From an optimization exercise on the open Yosys and OpenROAD flow, aimed at small area, a short achievable clock period and few clock cycles; shortcuts taken in it are not production practice. The RTL was checked by simulation tests, not by an equivalence proof against the original design. Power and IR drop assume default switching activity.

## config.mk

```make
export PLATFORM = sky130hd
export DESIGN_NAME = fcodec
export DESIGN_NICKNAME = fcodec
export VERILOG_FILES = /design/flow/design.v
export SDC_FILE = /design/flow/constraint.sdc
export NUM_CORES = 4
export LEC_CHECK = 0
export ABC_AREA = 1
export CAP_MARGIN = 50
export CORE_MARGIN = 2
export CORE_UTILIZATION = 45
export CTS_CLUSTER_DIAMETER = 80
export CTS_CLUSTER_SIZE = 25
export PLACE_DENSITY = 0.6
export SETUP_SLACK_MARGIN = 5
export SLEW_MARGIN = 50
export TNS_END_PERCENT = 20
```

## constraint.sdc

```tcl
create_clock -name core_clock -period 8.0 [get_ports {clk}]
set_input_delay 1.6000 -clock core_clock [delete_from_list [all_inputs] [get_ports {clk}]]
set_output_delay 1.6000 -clock core_clock [all_outputs]
set_load 0.01 [all_outputs]
```

## design.v

```verilog
module fcodec (
    input  wire         clk,
    input  wire         rst,             
    input  wire         cfg_variant_b,   
    input  wire         cfg_deadline,    
    input  wire [3:0]   cfg_retry_limit, 
    input  wire         cfg_rx_verify,
    input  wire         cfg_rx_unstuff,
    input  wire         cfg_b_countbyte, 
    input  wire         cmd_valid,
    output wire         cmd_ready,
    input  wire [7:0]   cmd_op,
    input  wire [2:0]   cmd_name,
    input  wire [7:0]   cmd_dev,
    input  wire [3:0]   cmd_count,
    input  wire [95:0]  cmd_values,      
    output reg          busy,
    output reg          done,
    output reg          err,
    output reg  [3:0]   fault,
    output reg  [1:0]   finfo,
    output reg  [2:0]   rcount,
    output reg          rvalid,
    output wire [101:0] rv,              
    output reg          tx_valid,
    input  wire         tx_ready,
    output reg  [7:0]   tx_data,
    output reg          tx_last,
    input  wire         tx_fail,         
    output reg          rx_req,          
    input  wire         rx_valid,
    input  wire [7:0]   rx_data,
    input  wire         rx_end,          
    input  wire [1:0]   rx_status        
);
    localparam [3:0] F_NONE = 4'd0, F_UNKNOWN = 4'd1, F_TIMEOUT = 4'd2,
                     F_TRANSPORT = 4'd3, F_MALFORMED = 4'd4, F_BADCOUNT = 4'd5,
                     F_CHECKSUM = 4'd6, F_ILLEGAL = 4'd7;
    localparam [7:0] OP_WRREG = 8'h01, OP_RDREG = 8'h02, OP_RESET = 8'h0F;
    reg        is_wr;
    reg [2:0]  name_r;
    reg [2:0]  cnt;
    reg [2:0]  vrem;         
    reg        vb, uns, cb, ver;
    reg        sb;           
    reg        waiting;      
    reg [3:0]  rem;          
    reg [4:0]  gidx;         
    reg [7:0]  ub_q;         
    reg        gesc;         
    reg [7:0]  sum;
    reg [7:0]  rxq;
    reg        rxvq;
    reg        rx_any;
    reg        found;
    reg        escp;
    reg [4:0]  kpos;         
    reg        cks_ok;
    reg [7:0]  lo_q;         
    wire       lo_gt70 = (lo_q > 8'h70);
    wire       lo_nz   = (lo_q != 8'h00);
    reg [16:0] rvr [0:5];
    integer i;
    reg ready_r;             
    assign cmd_ready = ready_r;
    genvar g;
    generate
        for (g = 0; g < 6; g = g + 1) begin : g_rv
            assign rv[17*g +: 17] = rvr[g];
        end
    endgenerate
    wire kill   = rst | (cmd_valid && cmd_op == OP_RESET);
    wire accept = cmd_valid && !busy;
    wire op_ok  = (cmd_op == OP_WRREG) || (cmd_op == OP_RDREG);
    wire cnt_ok = (cmd_count != 4'd0) && (cmd_count <= 4'd6);
    wire nm_ok  = (cmd_name <= 3'd4);
    wire [3:0] chk_fault = !op_ok ? F_ILLEGAL : !cnt_ok ? F_BADCOUNT :
                           !nm_ok ? F_UNKNOWN : F_NONE;
    reg [11:0] sb_addr;
    always @(*) begin
        case ({name_r, sb})
            4'b000_0: sb_addr = 12'd1486;
            4'b000_1: sb_addr = 12'd1494;
            4'b001_0: sb_addr = 12'd1498;
            4'b001_1: sb_addr = 12'd1506;
            4'b010_0: sb_addr = 12'd1522;
            4'b010_1: sb_addr = 12'd1530;
            4'b011_0: sb_addr = 12'd1546;
            4'b011_1: sb_addr = 12'd1554;
            4'b100_1: sb_addr = 12'd1590;
            default:  sb_addr = 12'd1582;
        endcase
    end
    wire cls  = (name_r == 3'd4);
    wire nsb2 = vb && (cnt > 3'd4);
    reg [2:0] nv_b;
    always @(*) begin
        if (sb)
            nv_b = {1'b0, cnt[1:0]};             
        else
            nv_b = (cnt > 3'd4) ? 3'd4 : cnt;
    end
    wire        hi_sel = gidx[0] ^ vb;                     
    reg         tx_pend;
    wire [7:0]  vbyte  = tx_pend ? rvr[1][7:0] : hi_sel ? rvr[0][15:8] : rvr[0][7:0];
    wire        bval  = is_wr && (vrem != 3'd0);
    wire pa = !vb;
    wire [20:0] at;      
    genvar gp;
    generate
        for (gp = 0; gp < 21; gp = gp + 1) begin : g_at
            assign at[gp] = (gidx == gp);
        end
    endgenerate
    wire a_val = pa && (gidx >= 5'd6);                       
    wire b_pay = vb && (gidx >= 5'd5) && (gidx <= 5'd12);    
    wire [7:0] a_len = is_wr ? {4'b0000, cnt + 3'd1, 1'b1} : 8'h03;
    wire [7:0] nb =
          ({8{pa && at[0]}} & 8'h90)
        | ({8{pa && at[1]}} & lo_q)
        | ({8{pa && at[2]}} & a_len)
        | ({8{pa && at[3]}} & {7'b0001000, !is_wr} | {8{pa && at[3] && is_wr}} & 8'h02)
        | ({8{pa && at[4]}} & sb_addr[7:0])
        | ({8{pa && at[5]}} & {4'b0000, sb_addr[11:8]})
        | ({8{a_val && is_wr}} & vbyte)
        | ({8{a_val && !is_wr}} & 8'h0C)
        | ({8{vb && at[0]}} & 8'hAA)
        | ({8{vb && at[1]}} & 8'hFF)
        | ({8{vb && at[2]}} & {sb_addr[1:0], 6'h3F})
        | ({8{vb && at[3]}} & sb_addr[9:2])
        | ({8{vb && at[4]}} & {5'b00000, is_wr, sb_addr[11:10]})
        | ({8{b_pay && bval}} & vbyte)
        | ({8{vb && at[5] && !is_wr && cb}} & (sb ? 8'd4 : 8'd8))
        | ({8{vb && at[13]}} & (is_wr ? {4'b0000, nv_b, 1'b0} : {7'd0, cb}))
        | ({8{vb && at[15]}} & 8'h01)
        | ({8{vb && (at[18] || at[19])}} & 8'h55);
    wire       w_hit = (vrem == 3'd0);
    wire       n_cks = vb ? (gidx == 5'd17) : is_wr ? (w_hit && !gidx[0]) : (gidx == 5'd7);
    wire       g_end = vb ? (gidx == 5'd20) : is_wr ? (w_hit &&  gidx[0]) : (gidx == 5'd8);
    wire ub_reserved = (ub_q == 8'hAA) || (ub_q == 8'h55) || (ub_q == 8'hA5);
    wire g_stuff     = vb && (gidx >= 5'd2) && (gidx <= 5'd18) && !gesc && ub_reserved;
    wire [7:0] sum_n = sum + (waiting ? rxq : ub_q);
    reg d_emit, d_found_n, d_escp_n;
    always @(*) begin
        d_emit    = 1'b0;
        d_found_n = found;
        d_escp_n  = escp;
        if (!vb) begin
            d_emit = 1'b1;
        end else if (!found) begin
            if (rxq == 8'hAA) begin
                d_emit    = 1'b1;
                d_found_n = 1'b1;
            end
        end else if (uns && (kpos >= 5'd2) && !escp && (rxq == 8'hA5)) begin
            d_escp_n = 1'b1;
        end else begin
            d_emit   = 1'b1;
            d_escp_n = 1'b0;
        end
    end
    wire [4:0] kcks_pos = vb ? 5'd18 : 5'd19;
    wire [4:0] need     = vb ? (ver ? 5'd19 : 5'd14) : (ver ? 5'd20 : 5'd19);
    wire       d_take   = rxvq && d_emit;
    wire [4:0] kpos_n   = (d_take && kpos != 5'd31) ? kpos + 5'd1 : kpos;
    wire       short_n  = d_take ? (kpos < need - 5'd1) : (kpos < need);    
    wire       found_n  = rxvq ? d_found_n : found;
    wire       any_n    = rx_any | rxvq;
    wire       cks_ok_n = (d_take && kpos == kcks_pos) ? (rxq == sum) : cks_ok;
    wire        f_hi  = vb ? (kpos[0] && kpos >= 5'd7 && kpos <= (sb ? 5'd9 : 5'd13))
                           : (!kpos[0] && kpos >= 5'd8 && kpos <= 5'd18);
    wire        rx_shift = d_take && !is_wr && f_hi;
    wire [15:0] f_u   = {rxq, lo_q};
    wire        f_big = (rxq > 8'h17) || (rxq == 8'h17 && lo_gt70);
    wire        f_neg = (rxq > 8'h80) || (rxq == 8'h80 && lo_nz);
    wire [16:0] f_san = !cls ? (f_big ? 17'd0 : {1'b0, f_u})
                             : {f_neg, f_u};
    wire g_adv    = busy && !waiting && tx_ready && !tx_last && !g_stuff;
    wire nb_val   = vb ? (b_pay && bval) : (a_val && bval);
    wire tx_shift = g_adv && nb_val && hi_sel;
    wire b_rx     = vb && !is_wr;
    wire shift    = tx_pend || rx_shift;
    wire act      = tx_valid || waiting;
    wire sh_lo    = shift && !(b_rx && sb);
    wire sh_hi    = shift && !(b_rx && !sb);
    wire ins3     = b_rx && !sb;
    wire rx_live = busy && waiting && !rx_req;
    task complete;
        input [3:0] code;
        input [1:0] info;
        begin
            fault <= code;
            finfo <= info;
            err   <= (code != F_NONE);
            done  <= 1'b1;
            busy  <= 1'b0;
            ready_r <= 1'b1;
            waiting <= 1'b0;
        end
    endtask
    always @(posedge clk) begin
        rxq  <= rx_data;
        rxvq <= rx_valid && rx_live;
        if (!busy) begin
            vb      <= cfg_variant_b;
            uns     <= cfg_rx_unstuff;
            cb      <= cfg_b_countbyte;
            ver     <= cfg_rx_verify;
            is_wr   <= (cmd_op == OP_WRREG);
            name_r  <= cmd_name;
            lo_q    <= cmd_dev;
            cnt     <= cmd_count[2:0];
            vrem    <= cmd_count[2:0];
            sb      <= 1'b0;
            waiting <= 1'b0;
        end
        if (!busy || !waiting)
            rem <= cfg_deadline ? 4'd1 : cfg_retry_limit;
        if (!busy || waiting) begin
            tx_data <= (busy ? vb : cfg_variant_b) ? 8'hAA : 8'hEB;
            tx_last <= 1'b0;
            gidx    <= 5'd1;
            gesc    <= 1'b0;
            ub_q    <= (busy ? vb : cfg_variant_b) ? 8'hAA : 8'h90;
        end else if (tx_ready && !tx_last) begin
            if (g_stuff) begin
                tx_data <= 8'hA5;
                gesc    <= 1'b1;
            end else begin
                tx_data <= ub_q;
                tx_last <= g_end;
                gesc    <= 1'b0;
                gidx    <= gidx + 5'd1;
                sum     <= (gidx == 5'd1) ? 8'd0 : sum_n;
                ub_q    <= n_cks ? sum_n : nb;
            end
        end
        if (rx_req) begin
            rx_any <= 1'b0;
            found  <= 1'b0;
            escp   <= 1'b0;
            kpos   <= 5'd0;
            sum    <= 8'd0;
            cks_ok <= 1'b0;
        end else if (rxvq) begin
            rx_any <= 1'b1;
            found  <= d_found_n;
            escp   <= d_escp_n;
            if (d_emit) begin
                kpos   <= kpos_n;
                lo_q    <= rxq;
                if (kpos >= 5'd2)
                    sum <= sum_n;
                cks_ok <= cks_ok_n;
            end
        end
        tx_pend <= tx_shift;
        if (tx_shift)
            vrem <= vrem - 3'd1;
        if (act ? sh_lo : cmd_valid) begin
            rvr[0] <= {rvr[1][16], act ? rvr[1][15:0] : cmd_values[15:0]};
            rvr[1] <= {rvr[2][16], act ? rvr[2][15:0] : cmd_values[31:16]};
            rvr[2] <= {rvr[3][16], act ? rvr[3][15:0] : cmd_values[47:32]};
            rvr[3] <= ins3 ? {f_san[16], act ? f_san[15:0] : cmd_values[63:48]}
                           : {rvr[4][16], act ? rvr[4][15:0] : cmd_values[63:48]};
        end
        if (act ? sh_hi : cmd_valid) begin
            rvr[4] <= {rvr[5][16], act ? rvr[5][15:0] : cmd_values[79:64]};
            rvr[5] <= {f_san[16],  act ? f_san[15:0]  : cmd_values[95:80]};
        end
        if (kill) begin
            busy     <= 1'b0;
            ready_r  <= 1'b1;
            done     <= 1'b0;
            err      <= 1'b0;
            fault    <= F_NONE;
            finfo    <= 2'd0;
            rcount   <= 3'd0;
            rvalid   <= 1'b0;
            tx_valid <= 1'b0;
            rx_req   <= 1'b0;
            waiting  <= 1'b0;
        end else if (!busy) begin
            if (cmd_valid) begin
                rvalid   <= 1'b0;
                rcount   <= 3'd0;
                finfo    <= 2'd0;
                fault    <= chk_fault;
                err      <= (chk_fault != F_NONE);
                done     <= (chk_fault != F_NONE);
                busy     <= (chk_fault == F_NONE);
                ready_r  <= (chk_fault != F_NONE);
                tx_valid <= (chk_fault == F_NONE);
            end
        end else if (!waiting) begin
            if (tx_ready && tx_last) begin
                tx_valid <= 1'b0;
                if (tx_fail) begin
                    complete(F_TRANSPORT, {sb, sb});
                end else begin
                    waiting <= 1'b1;
                    rx_req  <= 1'b1;
                end
            end
        end else begin
            rx_req <= 1'b0;
            if (rx_end && !rx_req) begin
                if (rx_status[1]) begin
                    complete(F_TRANSPORT, {1'b1, sb});
                end else if (rx_status[0] || !any_n) begin
                    if (rem == 4'd1) begin
                        complete(F_TIMEOUT, {1'b1, sb});
                    end else begin
                        if (rem != 4'd0)
                            rem <= rem - 4'd1;
                        rx_req <= 1'b1;
                    end
                end else if (!is_wr && vb && !found_n) begin
                    complete(F_MALFORMED, {1'b1, sb});
                end else if (!is_wr && short_n) begin
                    complete(F_MALFORMED, {1'b1, sb});
                end else if (!is_wr && ver && !cks_ok_n) begin
                    complete(F_CHECKSUM, {1'b1, sb});
                end else if (!sb && nsb2) begin
                    sb       <= 1'b1;
                    tx_valid <= 1'b1;
                    waiting  <= 1'b0;
                end else begin
                    complete(F_NONE, 2'b00);
                    if (!is_wr) begin
                        rvalid <= 1'b1;
                        rcount <= cnt;
                    end
                end
            end
        end
    end
endmodule
```

## flow/run.sh

```bash
#!/bin/bash
# Standard ORFS layout (the standard.sh, unchanged synthesis), with two
# changes to how the layout is optimised:
#  - the port buffers inserted at global placement are the plain buffer
#    sky130_fd_sc_hd__buf_1 instead of the default choice;
set -euo pipefail
export BUFFER_PORTS_ARGS="-buffer_cell sky130_fd_sc_hd__buf_1"
bash standard.sh SETUP_SLACK_MARGIN=5.3 finish > standard.log 2>&1
```

## standard.sh

```bash
#!/bin/bash
# synth_recipe.tcl (not shown) runs the flow's synth.tcl, then flattens the netlist and writes it again
# the make line also repeats each setting of config.mk as NAME=value (left out here)
make -C /OpenROAD-flow-scripts/flow DESIGN_CONFIG=/design/flow/config.mk WORK_HOME=/design/flow/orfs CLKGATE_MAP_FILE= SYNTH_SCRIPT=/design/flow/synth_recipe.tcl "${@:-finish}"
```

==> summary.txt, run 1 <==
hold endpoint=rvr[4][16]; vias in the first global route=9002; top-area cell type share of the netlist area=0.373; flop and latch count out of synthesis=195; min-delay worst type=flop to flop; CTS Sinks=195; largest net degree at the start of global routing=115; minimum clock period=2.69 ns; startpoint types=flop; fmax=372 MHz; core box area=23300 um^2; internal power=1.69 mW; cell row count=56; Worst-path clk slew=0.07 ns; setup_tns=0 ns; P&R area growth vs syn=20.3%; first-pass GRT wire length=49800 um; critical path class=flop to primary output; sequential power share=0.501; number of vias per cell=5.22; Layout Skew=0.0183 ns; final WL=33000 um; Critical Path Sink Type=primary output; Max stage delay cell, worst path=edfxtp_1; ys async rst share=0; top_reg_cell synth=edfxtp_1; Post-Syn Instances=1309; Post-Syn Nets=1491; max-cap violation count=0; GRT Max-Usage Layer=met2; outcome=complete, no violations; dpl cells=1861; RSZ-0062 raised after global routing=yes; most frequent cells in the layout=444 x nand2_1, 268 x buf_1, 131 x edfxtp_1; largest cells by area after synthesis=edfxtp_1 37%, nand2_1 16%, dfxtp_1 12%, ha_1 4.3%, inv_1 4.1%; GP Congestion=0.910; via total after detailed routing=9928; Sw Share=0.286; CTS H-tree lvls=4; initial cell density of the core=0.453; DR DRC count=0; Worst Min Path Start=rvr[5][16]; Net Sw Power=0.677 mW; share of cells above drive strength 1=0.0733; boundary pin count=272; gr ovfl total=0; final setup violation count=0; endpoint of the worst-slack reg-to-reg timing path=rvr[4][11]; Buf/Inv on CP=1; DP HPWL=25200 um; root buf cell=clkbuf_16; Die Y=157 um; most common cell after layout, fill and taps aside=nand2_1; hold path cells=0; worst path required time=6.40 ns; Worst IR Drop VDD=0.105 mV; Post-DRT Antenna Nets=0; Initial DRC Count=853; post-synth cell types=57; Post-synth EDFFs=131; relative slew slack=0.520; fin nets=1751; first drt pass iteration count=5; critical path arrival=1.09 ns; grt met2 use=0.419; peak fanout along the critical path=2; post-synthesis sequential area ratio=0.494; delay of the slowest cell on the worst path=0.48 ns; Final Slew Violations=0; Clock power frac=0.369; die area=24700 um^2; worst-case reg-to-reg path depth=8; critical path's top delay family=flip-flops; detailed-route wire length per cell=17.4 um; chip width=157 um; # diodes=0; Reg2Reg Setup Slack=5.40 ns; reg2reg start=sb; PortBufs=270; crit path cell chain=buf_1; final-report hold violation count=0; post-layout util=0.546; Power Dens Cells=187 nW/um^2; CTS tree=yes; Worst-Margin Slew=0.716 ns; Cell Area, Synth=10500 um^2; mean cell area of the mapped netlist=8.06 um^2; biggest area consumer among synthesized cells=edfxtp_1; grt met1 use=0.374; leakage=5.30 nW; combinational fraction of design power=0.130; Yosys warning count=2; CTS Buffer Depth=2; met3 GRT Util=0.0504; Num CTS Buffers=17; crit share post-route=0.336; initial antenna violation count=1; Total Routing Usage GR=0.265; Finished Layout Cells=1901; Clock Latency Late Sink=0.45 ns
## per-stage QoR
stage / worst slack [ns] / cell area, um^2 / power, mW / hold slack (ns)
finish: 5.31 / 12700 / 2.37 / 0.461
CTS: 5.24 / 12500 / 2.37 / 0.461
floorplan: 4.78 / 10600 / 1.38 / 0.432
detailed placement: 4.80 / 11900 / 1.51 / 0.448
global placement: 4.51 / 11900 / 1.50 / 0.432
global route: 5.21 / 12700 / 2.46 / 0.483
## sequential cells by signal, indices dropped and copies added (netlist names), 4 cells and up
name	cells
rvr	102
lo_q	8
rxq	8
sum	8
tx_data	8
ub_q	8
gidx	5
kpos	5
rem	4
## worst reg2reg max path: stages (launching register included)
cell     delay, ns
dfxtp_1       0.54
ha_1          0.31
a21oi_1       0.13
o21ai_0       0.09
a41o_1        0.21
a31oi_1       0.59
o21ai_4       0.14
buf_8         0.18
buf_6         0.16
## metal layers
layer  share of wire  up-vias
li1                -     4896
met1            0.45     4611
met2            0.46      382
met3           0.067       37
met4           0.019        2
met5         0.00036        -
## repair_timing
action	in CTS	in global routing
gates resized for setup	8	35
setup buffers	2	5
hold buffers	0	0
endpoints found under the setup margin	140	116
pin swaps	1	10
gates cloned	0	1
## how the worst max path moves through the flow
stage / start / slack, ns / cells past startpoint / to
2_1_floorplan: cmd_valid / 4.78 / 2 / rvr[4][0]
3_3_place_gp: waiting / 4.51 / 6 / rvr[4][4]
3_5_place_dp: cmd_valid / 4.80 / 9 / done
4_1_cts: busy / 5.24 / 1 / busy
5_1_grt: tx_ready / 5.21 / 12 / fault[1]
6_report: rvr[3][12] / 5.31 / 1 / rv[63]
## logic make-up (layout without fill, tap and decap cells)
group | Yosys count | after routing | share of synthesized area
compound gates | 191 | 191 | 0.107
fa+ha+maj | 37 | 37 | 0.0446
buf+inv | 172 | 445 | 0.0624
other cells | 1 | 1 | 0.000355
flops | 195 | 195 | 0.494
xor+xnor | 13 | 13 | 0.0108
simple gates | 699 | 699 | 0.279
mux | 1 | 1 | 0.000949
## power by group through the flow
| stage | clock [mW] | combinational, mW | sequential, mW |
|---|---|---|---|
| after floorplan | 0 | 0.161 | 1.22 |
| after global placement | 0 | 0.290 | 1.21 |
| after detailed placement | 0 | 0.297 | 1.21 |
| after CTS | 0.883 | 0.301 | 1.19 |
| after global routing | 0.917 | 0.345 | 1.19 |
| final | 0.874 | 0.308 | 1.19 |
## area by class of cell
type	instances	area [um^2]
fill	2339	10600
clock inverter	14	158
sequential	195	5230
tap	319	399
timing repair buffer	285	1200
inverter	128	489
multi-input combinational	942	4790
clock buffer	18	429
## synthesized netlist by cell type, types with 4 or more instances
| cell | count |
|---|---|
| o22ai_1 | 6 |
| nor2_1 | 92 |
| ha_1 | 36 |
| o211ai_1 | 10 |
| a21oi_1 | 55 |
| buf_2 | 7 |
| nor4_1 | 7 |
| dfxtp_1 | 64 |
| nand2_2 | 7 |
| o21a_1 | 4 |
| o2111ai_1 | 4 |
| nand2_1 | 448 |
| nor3_1 | 24 |
| inv_1 | 114 |
| nand3_1 | 81 |
| o21ai_0 | 73 |
| a31oi_1 | 13 |
| inv_2 | 12 |
| xor2_1 | 10 |
| edfxtp_1 | 131 |
| clkbuf_1 | 33 |
| nand4_1 | 19 |
Testbench counts, summed over its fixed seeds: cycles 99,641.
==> inputs of run 2 (changes only) <==
--- a/config.mk
+++ b/config.mk
@@ -10,3 +10,3 @@
 export CORE_MARGIN = 2
-export CORE_UTILIZATION = 45
+export CORE_UTILIZATION = 50
 export CTS_CLUSTER_DIAMETER = 80
@@ -16,2 +16 @@
 export SLEW_MARGIN = 50
-export TNS_END_PERCENT = 20
==> run 2 against run 1 <==
Wire length decreased by 0.28%. Utilization is 6.5 points higher. Global-route usage increased by 2.6 points. Via count increased by 1.2%. Synthesized cell count unchanged. Critical path type unchanged. Critical endpoint is now rv[66]. Highest routed layer is now met4.
==> summary.txt, run 2 <==
final WL=32900 um (was 33000 um); Cell Area, Synth=10500 um^2 (unchanged); CTS Sinks=195 (unchanged); Num CTS Buffers=17 (unchanged); number of vias per cell=5.37 (was 5.22); Initial DRC Count=825 (was 853); post-synth cell types=57 (unchanged); Multi-input gate area=4810 um^2 (was 4790 um^2); Die Y=149 um (was 157 um); CTS Buffer Depth=2 (unchanged); max-cap violation count=0 (unchanged); biggest area consumer among synthesized cells=edfxtp_1 (unchanged); GP Congestion=0.913 (was 0.910); boundary pin count=272 (unchanged); post-synthesis sequential area ratio=0.494 (unchanged); largest reg by FF count=rvr (unchanged); final-report hold violation count=0 (unchanged); setup_tns=0 ns (unchanged); grt met2 use=0.460 (was 0.419); top-count cell post-synth=nand2_1 (unchanged); peak fanout along the critical path=2 (unchanged); Worst-path clk slew=0.08 ns (was 0.07 ns); Post-Syn Instances=1309 (unchanged); largest net degree at the start of global routing=115 (unchanged); # fillers=2001 (was 2339); most frequent cells in the layout=445 x nand2_1, 266 x buf_1, 131 x edfxtp_1 (was 444 x nand2_1, 268 x buf_1, 131 x edfxtp_1); top_reg_cell synth=edfxtp_1 (unchanged); post-layout util=0.611 (was 0.546); Finished Layout Cells=1871 (was 1901); die area=22300 um^2 (was 24700 um^2); dpl cells=1817 (was 1861); Final Hold Slack=0.461 ns (about the same); Post-synth EDFFs=131 (unchanged); chip width=149 um (was 157 um); GRT Max-Usage Layer=met2 (unchanged); leakage=5.39 nW (was 5.30 nW); critical path class=flop to primary output (unchanged); worst path required time=6.40 ns (about the same); root buf cell=clkbuf_16 (unchanged); DP HPWL=24900 um (was 25200 um); Max stage delay cell, worst path=edfxtp_1 (unchanged); Setup WS post-layout=5.33 ns (was 5.31 ns); met3 GRT Util=0.0550 (was 0.0504); top-area cell type share of the netlist area=0.373 (unchanged); cell row count=53 (was 56); DR DRC count=0 (unchanged); fin nets=1763 (was 1751); Worst IR Drop VDD=0.118 mV (was 0.105 mV); core box area=20900 um^2 (was 23300 um^2); detailed-route wire length per cell=17.6 um (was 17.4 um); FF+latch area=5230 um^2 (about the same); fmax=375 MHz (was 372 MHz); mean cell area of the mapped netlist=8.06 um^2 (unchanged); gr ovfl total=0 (unchanged); vias in the first global route=9259 (was 9002); final setup violation count=0 (unchanged); startpoint types=flop (unchanged); P&R area growth vs syn=20.9% (was 20.3%); Total Routing Usage GR=0.291 (was 0.265); initial antenna violation count=0 (was 1); grt met1 use=0.409 (was 0.374); Buf/Inv on CP=1 (unchanged); ys async rst share=0 (unchanged); share of cells above drive strength 1=0.0797 (was 0.0733); RSZ-0062 raised after global routing=yes (unchanged); via total after detailed routing=10000 (was 9928); Clock Latency Late Sink=0.44 ns (was 0.45 ns); minimum clock period=2.67 ns (was 2.69 ns); most common cell after layout, fill and taps aside=nand2_1 (unchanged); min-delay worst type=flop to flop (unchanged); delay of the slowest cell on the worst path=0.47 ns (was 0.48 ns); Post-Syn Nets=1491 (unchanged); Yosys warning count=2 (unchanged); largest cells by area after synthesis=edfxtp_1 37%, nand2_1 16%, dfxtp_1 12%, ha_1 4.3%, inv_1 4.1% (unchanged); max reg flops=102 (unchanged); outcome=complete, no violations (unchanged); CTS H-tree lvls=4 (unchanged); Post-DRT Antenna Nets=0 (unchanged); Power Dens Cells=188 nW/um^2 (was 187 nW/um^2); CTS tree=yes (unchanged); Post-Place Worst Slack=4.76 ns (was 4.80 ns); critical path arrival=1.07 ns (was 1.09 ns); Worst-Margin Slew=0.650 ns (was 0.716 ns); first-pass GRT wire length=49600 um (was 49800 um); Final Slew Violations=0 (unchanged); critical path's top delay family=flip-flops (unchanged); relative slew slack=0.565 (was 0.520); flop and latch count out of synthesis=195 (unchanged); Critical Path Sink Type=primary output (unchanged); Post-synth top cells=448 x nand2_1, 131 x edfxtp_1, 114 x inv_1 (unchanged); PortBufs=270 (unchanged); crit share post-route=0.333 (was 0.336); first drt pass iteration count=6 (was 5); initial cell density of the core=0.505 (was 0.453); crit path cell chain=buf_1 (unchanged); Layout Skew=0.0161 ns (was 0.0183 ns)
[run 2: worst paths after layout]
| path | start | end | slack (ns) | cells after the start |
|---|---|---|---|---|
| min | rx_req | found | 0.46 | 1 |
| max | rvr[3][15] | rv[66] | 5.33 | 1 |
| min reg2reg | rx_req | found | 0.46 | 1 |
| max reg2reg | gidx[0] | ub_q[1] | 5.42 | 10 |
[run 2: power breakdown]
group / leakage [nW] / internal, mW / switching, mW
logic: 3.26 / 0.106 / 0.203
registers: 1.83 / 1.14 / 0.0453
clock network: 0.301 / 0.477 / 0.419
[run 2: layout make-up]
type	instances	share of cell area
timing repair buffer	297	0.0991
clock inverter	15	0.0152
antenna	2	0.000392
tap	275	0.0270
sequential	195	0.410
inverter	128	0.0383
multi-input combinational	942	0.377
clock buffer	17	0.0333
[run 2: what timing repair did]
action,4_1_cts,5_1_grt
gates resized for setup,13,23
setup endpoints to repair,141,50
pin swaps,2,6
endpoints found under the hold margin,0,0
buffers inserted,1,19
hold buffers,0,0
[run 2: cell families (layout without fill, tap and decap cells)]
group,after synthesis,after routing,share of synthesized area
adder cells (fa/ha/maj),37,37,0.0446
AND/OR/NAND/NOR,699,699,0.279
XOR/XNOR,13,13,0.0108
multiplexers,1,1,0.000949
AO/OA/AOI/OAI,191,191,0.107
buffers and inverters,172,457,0.0624
flip-flops,195,195,0.494
other,1,3,0.000355
[run 2: worst register-to-register path, delay by kind of cell (launching register included)]
family	cells	cell delay [ns]
and+or+nand+nor	4	0.33
AOI/OAI and AO/OA	4	0.97
adders and majority gates	1	0.32
DFF	1	0.57
buffers and inverters	1	0.17
[run 2: stage by stage]
step	area, um^2	power (mW)
2_1_floorplan	10600	1.38
3_3_place_gp	11800	1.50
3_5_place_dp	11900	1.51
4_1_cts	12500	2.40
5_1_grt	12800	2.49
6_report	12800	2.39
[run 2: layer usage]
layer  vias to the layer above  routed length, um  share of wire
met3                        42               2550          0.077
li1                       4926                  -              -
met4                         0                734          0.022
met2                       446              15200           0.46
met1                      4630              14400           0.44
met5                         -                  0              0
==> inputs of run 3 (changes only) <==
--- a/config.mk
+++ b/config.mk
@@ -10,6 +10,6 @@
 export CORE_MARGIN = 2
-export CORE_UTILIZATION = 50
+export CORE_UTILIZATION = 45
 export CTS_CLUSTER_DIAMETER = 80
 export CTS_CLUSTER_SIZE = 25
-export PLACE_DENSITY = 0.6
+export PLACE_DENSITY = 0.65
 export SETUP_SLACK_MARGIN = 5
==> run 3 against run 2 <==
Global-route usage shrank 2.6 points. Wire length grew 2.3%. Sequential share of layout area is essentially flat. Via count is essentially flat. Clock power shrank 4.1%. Utilization shrank 6.2 points. Synthesized cell count is the same. Critical endpoint is now rv[64]. Combinational power is essentially flat. First-iteration DRC count grew 12%. Register-to-register slack lost 0.04 ns. Critical path type unchanged. Power shrank 1.4%. Fmax shrank 1.2%.
==> summary.txt, run 3 <==
Layout Skew=0.0169 ns (was 0.0161 ns); DP HPWL=25400 um (was 24900 um); largest reg by FF count=rvr (unchanged); initial antenna violation count=1 (was 0); number of vias per cell=5.26 (was 5.37); Yosys warning count=2 (unchanged); largest cells by area after synthesis=edfxtp_1 37%, nand2_1 16%, dfxtp_1 12%, ha_1 4.3%, inv_1 4.1% (unchanged); top-area cell type share of the netlist area=0.373 (unchanged); Worst-Margin Slew=0.685 ns (was 0.650 ns); CTS hold repair buffers=0 (unchanged); Finished Layout Cells=1909 (was 1871); relative slew slack=0.544 (was 0.565); max reg flops=102 (unchanged); biggest area consumer among synthesized cells=edfxtp_1 (unchanged); detailed-route wire length per cell=17.6 um (about the same); final setup violation count=0 (unchanged); peak fanout along the critical path=2 (unchanged); post-synthesis sequential area ratio=0.494 (unchanged); cell row count=56 (was 53); Critical Path Sink Type=primary output (unchanged); leakage=5.34 nW (was 5.39 nW); max-cap violation count=0 (unchanged); gr ovfl total=0 (unchanged); Die Y=157 um (was 149 um); Final Slew Violations=0 (unchanged); critical path arrival=1.10 ns (was 1.07 ns); post-synth cell types=57 (unchanged); root buf cell=clkbuf_16 (unchanged); die area=24700 um^2 (was 22300 um^2); Post-synth top cells=448 x nand2_1, 131 x edfxtp_1, 114 x inv_1 (unchanged); Post-Syn Instances=1309 (unchanged); delay of the slowest cell on the worst path=0.48 ns (was 0.47 ns); core box area=23300 um^2 (was 20900 um^2); first drt pass iteration count=6 (unchanged); Buf/Inv on CP=1 (unchanged); worst path required time=6.40 ns (about the same); first-pass GRT wire length=50000 um (was 49600 um); Final Hold Slack=0.460 ns (was 0.461 ns); vias in the first global route=8991 (was 9259); DR DRC count=0 (unchanged); boundary pin count=272 (unchanged); PortBufs=270 (unchanged); share of cells above drive strength 1=0.0818 (was 0.0797); dpl cells=1860 (was 1817); Max stage delay cell, worst path=edfxtp_1 (unchanged); most common cell after layout, fill and taps aside=nand2_1 (unchanged); flop and latch count out of synthesis=195 (unchanged); Initial DRC Count=923 (was 825); Post-DRT Antenna Nets=0 (unchanged); P&R area growth vs syn=21.0% (was 20.9%); Post-synth EDFFs=131 (unchanged); CTS Buffer Depth=2 (unchanged); # fillers=2314 (was 2001); crit path cell chain=buf_1 (unchanged); RSZ-0062 raised after global routing=yes (unchanged); via total after detailed routing=10000 (about the same); critical path's top delay family=flip-flops (unchanged); fin nets=1758 (was 1763); Post-Syn Nets=1491 (unchanged); startpoint types=flop (unchanged); Cell Area, Synth=10500 um^2 (unchanged); crit share post-route=0.337 (was 0.333); minimum clock period=2.70 ns (was 2.67 ns); total power draw=2.36 mW (was 2.39 mW); initial cell density of the core=0.453 (was 0.505); Worst-path clk slew=0.08 ns (about the same); min-delay worst type=flop to flop (unchanged); Total Routing Usage GR=0.265 (was 0.291); outcome=complete, no violations (unchanged); chip width=157 um (was 149 um); final WL=33700 um (was 32900 um); CTS H-tree lvls=4 (unchanged); top_reg_cell synth=edfxtp_1 (unchanged); Clock Latency Late Sink=0.45 ns (was 0.44 ns); post-layout util=0.549 (was 0.611); largest net degree at the start of global routing=115 (unchanged); most frequent cells in the layout=444 x nand2_1, 267 x buf_1, 131 x edfxtp_1 (was 445 x nand2_1, 266 x buf_1, 131 x edfxtp_1); Num CTS Buffers=17 (unchanged); GP Congestion=0.942 (was 0.913); critical path class=flop to primary output (unchanged); CTS tree=yes (unchanged); mean cell area of the mapped netlist=8.06 um^2 (unchanged); Power Dens Cells=185 nW/um^2 (was 188 nW/um^2); ys async rst share=0 (unchanged); Worst IR Drop VDD=0.114 mV (was 0.118 mV); top-count cell post-synth=nand2_1 (unchanged); final-report hold violation count=0 (unchanged); setup_tns=0 ns (unchanged); fmax=371 MHz (was 375 MHz); CTS Sinks=195 (unchanged)
run 3: cell counts after synthesis:
Identical to the previous run, type by type.
run 3: power by group:
| group | internal [mW] | leakage (nW) | switching [mW] |
|---|---|---|---|
| combinational | 0.106 | 3.22 | 0.204 |
| sequential | 1.14 | 1.83 | 0.0481 |
| clock | 0.419 | 0.284 | 0.440 |
run 3: cell families after synthesis:
kind of cell | Yosys count | share of synthesized area
other cells | 1 | 0.000355
fa+ha+maj | 37 | 0.0446
simple gates | 699 | 0.279
mux | 1 | 0.000949
compound gates | 191 | 0.107
flops | 195 | 0.494
xor+xnor | 13 | 0.0108
buf+inv | 172 | 0.0624
run 3: worst paths after layout:
path / startpoint / endpoint / slack [ns] / cells past startpoint
setup / recovery: rvr[3][13] / rv[64] / 5.30 / 1
hold / removal: gesc / gesc / 0.46 / 2
setup reg to reg: gidx[1] / ub_q[1] / 5.38 / 10
hold reg to reg: gesc / gesc / 0.46 / 2
run 3: through the flow:
stage | instance area [um^2] | worst slack [ns]
6_report | 12800 | 5.30
5_1_grt | 12800 | 5.23
4_1_cts | 12600 | 5.30
3_5_place_dp | 11900 | 4.84
3_3_place_gp | 11900 | 4.14
2_1_floorplan | 10600 | 5.22
run 3: per-layer routing:
metal	global-route usage	share of wire
met1	0.375	0.44
met2	0.420	0.46
met3	0.0443	0.076
met4	0.0753	0.019
met5	0	0
run 3: final cells by class:
class,count,area (um^2),share of cell area
clock buffer,17,425,0.0333
inverter,128,493,0.0386
tap,319,399,0.0313
multi-input combinational,942,4800,0.376
clock inverter,15,170,0.0133
antenna,1,2.50,0.000196
sequential,195,5230,0.410
timing repair buffer,292,1240,0.0974
run 3: timing repair:
action / in CTS / in global routing
gates cloned: 0 / 1
pin swaps: 0 / 12
setup buffers: 2 / 13
endpoints found under the setup margin: 138 / 111
gates resized for setup: 12 / 31
==> inputs of run 4 (changes only) <==
--- a/flow/run.sh
+++ b/flow/run.sh
@@ -7,2 +7,2 @@
 export BUFFER_PORTS_ARGS="-buffer_cell sky130_fd_sc_hd__buf_1"
-bash standard.sh SETUP_SLACK_MARGIN=5.3 finish > standard.log 2>&1
+bash standard.sh SETUP_SLACK_MARGIN=5.25 finish > standard.log 2>&1
--- a/config.mk
+++ b/config.mk
@@ -13,3 +13,3 @@
 export CTS_CLUSTER_SIZE = 25
-export PLACE_DENSITY = 0.65
+export PLACE_DENSITY = 0.6
 export SETUP_SLACK_MARGIN = 5
==> run 4 against run 3 <==
First-iteration DRC count fell by 7.5%. Combinational power down 4%. Power up 1.4%. Synthesized cell count unchanged. Global-route usage decreased by 0.42 points. Die area is the same. Design area down 1.0%. Clock skew grew 0.0016 ns. Sequential share of layout area up 0.42 points. Critical endpoint is now rem[1]. Largest power group unchanged.
==> summary.txt, run 4 <==
reg2reg start=rxq[2] (was gidx[1]); critical path class=input port to flop (was flop to primary output); Yosys warning count=2 (unchanged); die area=24700 um^2 (unchanged); DR DRC count=0 (unchanged); Worst-Margin Slew=0.671 ns (was 0.685 ns); hold endpoint=rvr[4][16] (was gesc); ys async rst share=0 (unchanged); Critical Path Sink Type=flop (was primary output); endpoint of the worst-slack reg-to-reg timing path=rvr[0][0] (was ub_q[1]); Finished Layout Cells=1898 (was 1909); PortBufs=270 (unchanged); P&R area growth vs syn=19.8% (was 21.0%); most common cell after layout, fill and taps aside=nand2_1 (unchanged); dpl cells=1860 (unchanged); top_reg_cell synth=edfxtp_1 (unchanged); most frequent cells in the layout=446 x nand2_1, 270 x buf_1, 131 x edfxtp_1 (was 444 x nand2_1, 267 x buf_1, 131 x edfxtp_1); # fillers=2355 (was 2314); # diodes=0 (was 1); top-area cell type share of the netlist area=0.373 (unchanged); Num CTS Buffers=17 (unchanged); CTS Sinks=195 (unchanged); final setup violation count=0 (unchanged); Post-synth top cells=448 x nand2_1, 131 x edfxtp_1, 114 x inv_1 (unchanged); largest family of logic cells by synthesized area=simple AND/OR/NAND/NOR gates (unchanged); Reg2Reg Setup Slack=5.42 ns (was 5.38 ns); critical path's top delay family=compound AO/OA/AOI/OAI gates (was flip-flops); minimum clock period=2.71 ns (was 2.70 ns); Post-synth EDFFs=131 (unchanged); largest cells by area after synthesis=edfxtp_1 37%, nand2_1 16%, dfxtp_1 12%, ha_1 4.3%, inv_1 4.1% (unchanged); FF+latch area=5230 um^2 (about the same); number of vias per cell=5.18 (was 5.26); Layout Skew=0.0185 ns (was 0.0169 ns); adder-cell area share of the yosys netlist=0.0446 (unchanged); flop and latch count out of synthesis=195 (unchanged); post-synthesis sequential area ratio=0.494 (unchanged); outcome=complete, no violations (unchanged); Total Routing Usage GR=0.261 (was 0.265); critical path arrival=3.09 ns (was 1.10 ns); Worst Min Path Start=rvr[5][16] (was gesc); setup_tns=0 ns (unchanged); Worst IR Drop VDD=0.0964 mV (was 0.114 mV); Buf/Inv on CP=1 (unchanged); area of placed instances=11900 um^2 (about the same); final-report hold violation count=0 (unchanged); biggest area consumer among synthesized cells=edfxtp_1 (unchanged); cell row count=56 (unchanged); vias in the first global route=8870 (was 8991); mux cell area share after synthesis=0.000949 (unchanged); RSZ-0062 raised after global routing=yes (unchanged); Worst-path clk slew=0.08 ns (about the same); Clock Latency Late Sink=0.44 ns (was 0.45 ns); worst path required time=8.37 ns (was 6.40 ns); Final Hold Slack=0.467 ns (was 0.460 ns); Die Y=157 um (unchanged); detailed-route wire length per cell=17.2 um (was 17.6 um); CTS H-tree lvls=4 (unchanged); post-synthesis simple-gate area fraction=0.279 (unchanged); mean cell area of the mapped netlist=8.06 um^2 (unchanged); CTS Buffer Depth=2 (unchanged); min-delay worst type=flop to flop (unchanged); Cell Area, Synth=10500 um^2 (unchanged); relative slew slack=0.553 (was 0.544); fin nets=1748 (was 1758); CTS tree=yes (unchanged); GP Congestion=0.947 (was 0.942); largest net degree at the start of global routing=115 (unchanged); Post-Syn Instances=1309 (unchanged); final WL=32700 um (was 33700 um); Initial DRC Count=854 (was 923); share of cells above drive strength 1=0.0659 (was 0.0818); crit share post-route=0.339 (was 0.337); delay of the slowest cell on the worst path=0.43 ns (was 0.48 ns); Max stage delay cell, worst path=a21oi_1 (was edfxtp_1); boundary pin count=272 (unchanged); Multi-input gate area=4760 um^2 (was 4800 um^2); chip width=157 um (unchanged); via total after detailed routing=9830 (was 10000); gr ovfl total=0 (unchanged); leakage=5.28 nW (was 5.34 nW); peak fanout along the critical path=5 (was 2); Post-Syn Nets=1491 (unchanged); root buf cell=clkbuf_16 (unchanged); DP HPWL=24900 um (was 25400 um); post-synth cell types=57 (unchanged); top-count cell post-synth=nand2_1 (unchanged); Final Slew Violations=0 (unchanged); core box area=23300 um^2 (unchanged); Synth Area in Compound Gates=0.107 (unchanged); max reg flops=102 (unchanged); first drt pass iteration count=5 (was 6); Design Area, Final=12600 um^2 (was 12800 um^2); initial antenna violation count=0 (was 1); startpoint types=input port (was flop); XOR/XNOR share of the synthesized area=0.0108 (unchanged); worst-case reg-to-reg path depth=12 (was 10); hold path cells=0 (was 2); fmax=368 MHz (was 371 MHz); Post-DRT Antenna Nets=0 (unchanged); largest reg by FF count=rvr (unchanged); Power Dens Cells=189 nW/um^2 (was 185 nW/um^2); crit path cell chain=buf_1 -> nand3_1 -> nor3_1 -> a21oi_1 -> nand4_1 -> a21oi_2 -> mux2i_1 (was buf_1); max-cap violation count=0 (unchanged); first-pass GRT wire length=49000 um (was 50000 um); initial cell density of the core=0.453 (unchanged)
run 4: worst reg2reg max path, stage by stage, from the launching register on:
cell	delay (ns)
dfxtp_1	0.36
inv_1	0.25
nand2_1	0.12
nor2_1	0.19
nand3_1	0.10
nand2_1	0.08
inv_2	0.04
nand2_4	0.07
nand2_2	0.07
inv_1	0.12
a31oi_1	0.22
o21ai_4	0.22
buf_12	0.31
run 4: layout make-up:
class,count,share of cell area
Clock buffer,18,0.0340
Clock inverter,14,0.0149
Inverter,128,0.0385
Multi-Input combinational cell,942,0.377
Sequential cell,195,0.414
Tap cell,319,0.0316
Timing Repair Buffer,282,0.0901
run 4: through the flow:
| step | power, mW | worst slack (ns) | util |
|---|---|---|---|
| after global routing | 2.48 | 5.19 | 0.543 |
| after global placement | 1.50 | 4.49 | 0.510 |
| after floorplan | 1.38 | 5.25 | - |
| final | 2.39 | 5.29 | 0.543 |
| after CTS | 2.40 | 5.26 | 0.540 |
| after detailed placement | 1.51 | 4.76 | 0.512 |
run 4: power by group:
part / leakage (nW) / switching, mW / internal [mW] / total [mW]
sequential: 1.83 / 0.0479 / 1.14 / 1.19
clock: 0.300 / 0.424 / 0.479 / 0.903
combinational: 3.15 / 0.198 / 0.101 / 0.299
total: 5.28 / 0.670 / 1.72 / 2.39
run 4: how the worst max path moves through the flow:
| stage | endpoint | cells past startpoint | from | slack [ns] |
|---|---|---|---|---|
| 6_report | rem[1] | 7 | cmd_valid | 5.29 |
| 5_1_grt | rem[1] | 7 | cmd_valid | 5.19 |
| 4_1_cts | ub_q[1] | 10 | gidx[0] | 5.26 |
| 3_5_place_dp | rvr[5][5] | 8 | waiting | 4.76 |
| 3_3_place_gp | rvr[5][4] | 6 | waiting | 4.49 |
| 2_1_floorplan | fault[1] | 12 | rx_status[0] | 5.25 |
run 4: timing repair:
item	in CTS	in global routing
hold buffers	0	0
setup endpoints to repair	145	90
pin swaps	1	6
setup buffers	2	4
gates resized for setup	11	14
run 4: kinds of logic (layout without fill, tap and decap cells):
group	Yosys count	in the layout
simple gates	699	699
other cells	1	1
fa+ha+maj	37	37
flops	195	195
compound gates	191	191
xor+xnor	13	13
buf+inv	172	442
mux	1	1
run 4: metal layers:
layer  wire length [um]  track usage  vias up
met5                  0            0        -
met4                678       0.0775        0
met3               2170       0.0476       40
met2              15000        0.413      371
met1              14800        0.366     4524
li1                   -            -     4895
==> inputs of run 5 (changes only) <==
--- a/design.v
+++ b/design.v
@@ -71,4 +71,4 @@
     endgenerate
+    wire act    = tx_valid || waiting;
     wire kill   = rst | (cmd_valid && cmd_op == OP_RESET);
-    wire accept = cmd_valid && !busy;
     wire op_ok  = (cmd_op == OP_WRREG) || (cmd_op == OP_RDREG);
@@ -177,3 +177,3 @@
                              : {f_neg, f_u};
-    wire g_adv    = busy && !waiting && tx_ready && !tx_last && !g_stuff;
+    wire g_adv    = tx_valid && tx_ready && !tx_last && !g_stuff;
     wire nb_val   = vb ? (b_pay && bval) : (a_val && bval);
@@ -182,3 +182,2 @@
     wire shift    = tx_pend || rx_shift;
-    wire act      = tx_valid || waiting;
     wire sh_lo    = shift && !(b_rx && sb);
@@ -186,3 +185,3 @@
     wire ins3     = b_rx && !sb;
-    wire rx_live = busy && waiting && !rx_req;
+    wire rx_live = waiting && !rx_req;
     task complete;
@@ -203,3 +202,3 @@
         rxvq <= rx_valid && rx_live;
-        if (!busy) begin
+        if (!act) begin
             vb      <= cfg_variant_b;
@@ -216,6 +215,6 @@
         end
-        if (!busy || !waiting)
+        if (!waiting)
             rem <= cfg_deadline ? 4'd1 : cfg_retry_limit;
-        if (!busy || waiting) begin
-            tx_data <= (busy ? vb : cfg_variant_b) ? 8'hAA : 8'hEB;
+        if (!tx_valid) begin
+            tx_data <= (act ? vb : cfg_variant_b) ? 8'hAA : 8'hEB;
             tx_last <= 1'b0;
@@ -223,3 +222,3 @@
             gesc    <= 1'b0;
-            ub_q    <= (busy ? vb : cfg_variant_b) ? 8'hAA : 8'h90;
+            ub_q    <= (act ? vb : cfg_variant_b) ? 8'hAA : 8'h90;
         end else if (tx_ready && !tx_last) begin
@@ -282,3 +281,3 @@
             waiting  <= 1'b0;
-        end else if (!busy) begin
+        end else if (!act) begin
             if (cmd_valid) begin
--- a/flow/run.sh
+++ b/flow/run.sh
@@ -7,2 +7,2 @@
 export BUFFER_PORTS_ARGS="-buffer_cell sky130_fd_sc_hd__buf_1"
-bash standard.sh SETUP_SLACK_MARGIN=5.25 finish > standard.log 2>&1
+bash standard.sh SETUP_SLACK_MARGIN=5.3 finish > standard.log 2>&1
==> run 5 against run 4 <==
Utilization grew 1.6 points. Sequential share of layout area decreased by 0.23 points. Critical path depth increased by 5. Largest power group unchanged. Clock skew is 0.0048 ns lower. Highest routed layer is now met5. Synthesized cell count shrank 0.38%.
==> summary.txt, run 5 <==
relative slew slack=0.588 (was 0.553); critical path's top delay family=compound AO/OA/AOI/OAI gates (unchanged); chip width=157 um (about the same); biggest area consumer among synthesized cells=edfxtp_1 (unchanged); setup_tns=0 ns (unchanged); Layout Skew=0.0137 ns (was 0.0185 ns); largest cells by area after synthesis=edfxtp_1 37%, nand2_1 15%, dfxtp_1 12%, ha_1 4.3%, inv_1 4.2% (was edfxtp_1 37%, nand2_1 16%, dfxtp_1 12%, ha_1 4.3%, inv_1 4.1%); # diodes=0 (unchanged); CTS tree=yes (unchanged); cell row count=55 (was 56); Max stage delay cell, worst path=dfxtp_4 (was a21oi_1); dpl cells=1853 (was 1860); Clock Latency Late Sink=0.44 ns (about the same); die area=24600 um^2 (was 24700 um^2); max-cap violation count=0 (unchanged); Reg2Reg Setup Slack=5.30 ns (was 5.42 ns); crit share post-route=0.338 (was 0.339); Buf/Inv on CP=1 (unchanged); fin nets=1752 (was 1748); top_reg_cell synth=edfxtp_1 (unchanged); startpoint types=flop (was input port); post-synth cell types=53 (was 57); initial antenna violation count=1 (was 0); Post-DRT Antenna Nets=0 (unchanged); final WL=34200 um (was 32700 um); most common cell after layout, fill and taps aside=nand2_1 (unchanged); CTS Buffer Depth=2 (unchanged); Total Routing Usage GR=0.274 (was 0.261); minimum clock period=2.70 ns (was 2.71 ns); crit path launch=waiting (was cmd_valid); Post-Syn Instances=1304 (was 1309); Worst IR Drop VDD=0.121 mV (was 0.0964 mV); share of cells above drive strength 1=0.0840 (was 0.0659); P&R area growth vs syn=21.0% (was 19.8%); post-synthesis sequential area ratio=0.496 (was 0.494); critical path arrival=2.96 ns (was 3.09 ns); CP Depth=12 (was 7); gr ovfl total=0 (unchanged); reg2reg start=waiting (was rxq[2]); Die Y=157 um (about the same); Initial DRC Count=814 (was 854); area of placed instances=11900 um^2 (about the same); CTS Sinks=195 (unchanged); boundary pin count=272 (unchanged); core box area=22800 um^2 (was 23300 um^2); top-count cell post-synth=nand2_1 (unchanged); number of vias per cell=5.21 (was 5.18); peak fanout along the critical path=18 (was 5); endpoint of the worst-slack reg-to-reg timing path=ub_q[6] (was rvr[0][0]); Yosys warning count=2 (unchanged); largest reg by FF count=rvr (unchanged); via total after detailed routing=9875 (was 9830); outcome=complete, no violations (unchanged); detailed-route wire length per cell=18.0 um (was 17.2 um); worst path required time=8.25 ns (was 8.37 ns); most frequent cells in the layout=407 x nand2_1, 269 x buf_1, 131 x edfxtp_1 (was 446 x nand2_1, 270 x buf_1, 131 x edfxtp_1); min-delay worst type=flop to flop (unchanged); final-report hold violation count=0 (unchanged); PortBufs=270 (unchanged); crit path cell chain=buf_6 -> o21ai_0 -> ha_1 -> fa_1 -> a21oi_1 -> o21bai_1 -> nand2_1 -> nand2_1 -> a21oi_2 -> xnor2_2 -> o21ai_2 -> a41oi_2 (was buf_1 -> nand3_1 -> nor3_1 -> a21oi_1 -> nand4_1 -> a21oi_2 -> mux2i_1); ys async rst share=0 (unchanged); max reg flops=102 (unchanged); flop and latch count out of synthesis=195 (unchanged); leakage=5.42 nW (was 5.28 nW); Post-synth EDFFs=131 (unchanged); DP HPWL=26000 um (was 24900 um); vias in the first global route=9111 (was 8870); final setup violation count=0 (unchanged); Power Dens Cells=225 nW/um^2 (was 189 nW/um^2); CTS hold repair buffers=0 (unchanged); first drt pass iteration count=5 (unchanged); top-area cell type share of the netlist area=0.374 (was 0.373); initial cell density of the core=0.462 (was 0.453); critical path class=flop to flop (was input port to flop); Worst-path clk slew=0.08 ns (about the same); Post-Syn Nets=1486 (was 1491); CTS H-tree lvls=4 (unchanged); root buf cell=clkbuf_16 (unchanged); Worst-Margin Slew=0.614 ns (was 0.671 ns); GP Congestion=0.920 (was 0.947); CP most frequent cell=nand2_1; Cell Area, Synth=10500 um^2 (about the same); Finished Layout Cells=1896 (was 1898); fmax=370 MHz (was 368 MHz); DR DRC count=0 (unchanged); first-pass GRT wire length=51100 um (was 49000 um); Critical Path Sink Type=flop (unchanged); worst-case reg-to-reg path depth=12 (unchanged); mean cell area of the mapped netlist=8.07 um^2 (was 8.06 um^2); RSZ-0062 raised after global routing=yes (unchanged); Design Area, Final=12700 um^2 (was 12600 um^2); largest net degree at the start of global routing=78 (was 115); delay of the slowest cell on the worst path=0.42 ns (was 0.43 ns); Final Slew Violations=0 (unchanged); Num CTS Buffers=17 (unchanged); Critical Path End=ub_q[6] (was rem[1]); Post-synth top cells=411 x nand2_1, 131 x edfxtp_1, 118 x inv_1 (was 448 x nand2_1, 131 x edfxtp_1, 114 x inv_1)
-- run 5: final cells by class --
type / instances / area, um^2
Fill cell: 2305 / 10100
Sequential cell: 195 / 5240
Multi-Input combinational cell: 924 / 4720
Timing Repair Buffer: 290 / 1220
Inverter: 142 / 536
Clock buffer: 17 / 425
Tap cell: 313 / 392
Clock inverter: 15 / 190
-- run 5: worst min-delay path by stage --
stage	cells after the start	slack (ns)	endpoint	start
after global routing	0	0.47	rvr[4][16]	rvr[5][16]
after CTS	0	0.46	rvr[4][16]	rvr[5][16]
after global placement	0	0.43	rvr[4][16]	rvr[5][16]
after floorplan	2	0.43	rx_any	rx_any
after detailed placement	0	0.44	rvr[4][16]	rvr[5][16]
final	0	0.46	rvr[4][16]	rvr[5][16]
-- run 5: stage by stage --
step           power [mW]  setup WS, ns  hold slack [ns]  utilization
3_5_place_dp         1.97          4.55            0.439        0.522
4_1_cts              2.86          5.23            0.456        0.553
5_1_grt              3.01          5.16            0.465        0.559
3_3_place_gp         1.97          4.68            0.431        0.521
6_report             2.86          5.30            0.460        0.559
2_1_floorplan        1.73          5.26            0.432            -
-- run 5: what timing repair did --
item,in CTS,in global routing
setup endpoints to repair,131,81
buffers inserted,3,6
gates cloned,0,1
gates resized for setup,18,16
pin swaps,1,1
-- run 5: report_power, final --
part	switching [mW]	internal [mW]
combinational	0.452	0.233
sequential	0.0925	1.20
clock	0.433	0.450
-- run 5: kinds of logic after synthesis --
| family | synth area share |
|---|---|
| AO/OA/AOI/OAI | 0.115 |
| XOR/XNOR | 0.00832 |
| adder cells (fa/ha/maj) | 0.0447 |
| buffers and inverters | 0.0677 |
| flip-flops | 0.496 |
| other | 0.000356 |
| AND/OR/NAND/NOR | 0.268 |
-- run 5: layer usage --
layer / part of all wire / GRT usage
met1: 0.44 / 0.378
met3: 0.068 / 0.0463
met2: 0.47 / 0.444
met5: 0.00023 / 0
met4: 0.020 / 0.0804
Testbench counts of run 5, summed over its fixed seeds: cycles 99,641.

## re-timing with driven ports
Ports are ideal in the flow. The routed layouts listed here were re-timed in OpenROAD.
Step 1, drivers: a clkbuf_16 drives clk and a buf_2 each remaining input, both assumed.
Step 2, shift: input delay + t, output delay - t, t = (earliest + latest rising clock arrival at the registers) / 2. This alone moves slack from input paths to output paths.
Slacks: ideal / step 1 / step 2; pairs: ideal / step 1.
run | t (ns) | setup WS [ns] | hold WS [ns] | worst slew at a driven data input, ns | pins driven straight from the clock port
run 1 | 0.487 | 5.309 / 5.260 / 4.852 | 0.461 / 0.461 / 0.461 | 0.07 | 1
run 2 | 0.477 | 5.334 / 5.288 / 4.896 | 0.461 / 0.461 / 0.461 | 0.07 | 1
run 3 | 0.488 | 5.303 / 5.252 / 4.929 | 0.460 / 0.460 / 0.460 | 0.08 | 1
run 4 | 0.487 | 5.285 / 5.249 / 4.829 | 0.467 / 0.467 / 0.467 | 0.05 | 1
run 5 | 0.481 | 5.299 / 5.277 / 4.913 | 0.460 / 0.460 / 0.460 | 0.07 | 1
After both steps setup and hold are still met in every run listed. For run 1, which loses most, drivers alone change the setup slack by -0.049 ns; drivers and shift together by -0.457 ns.
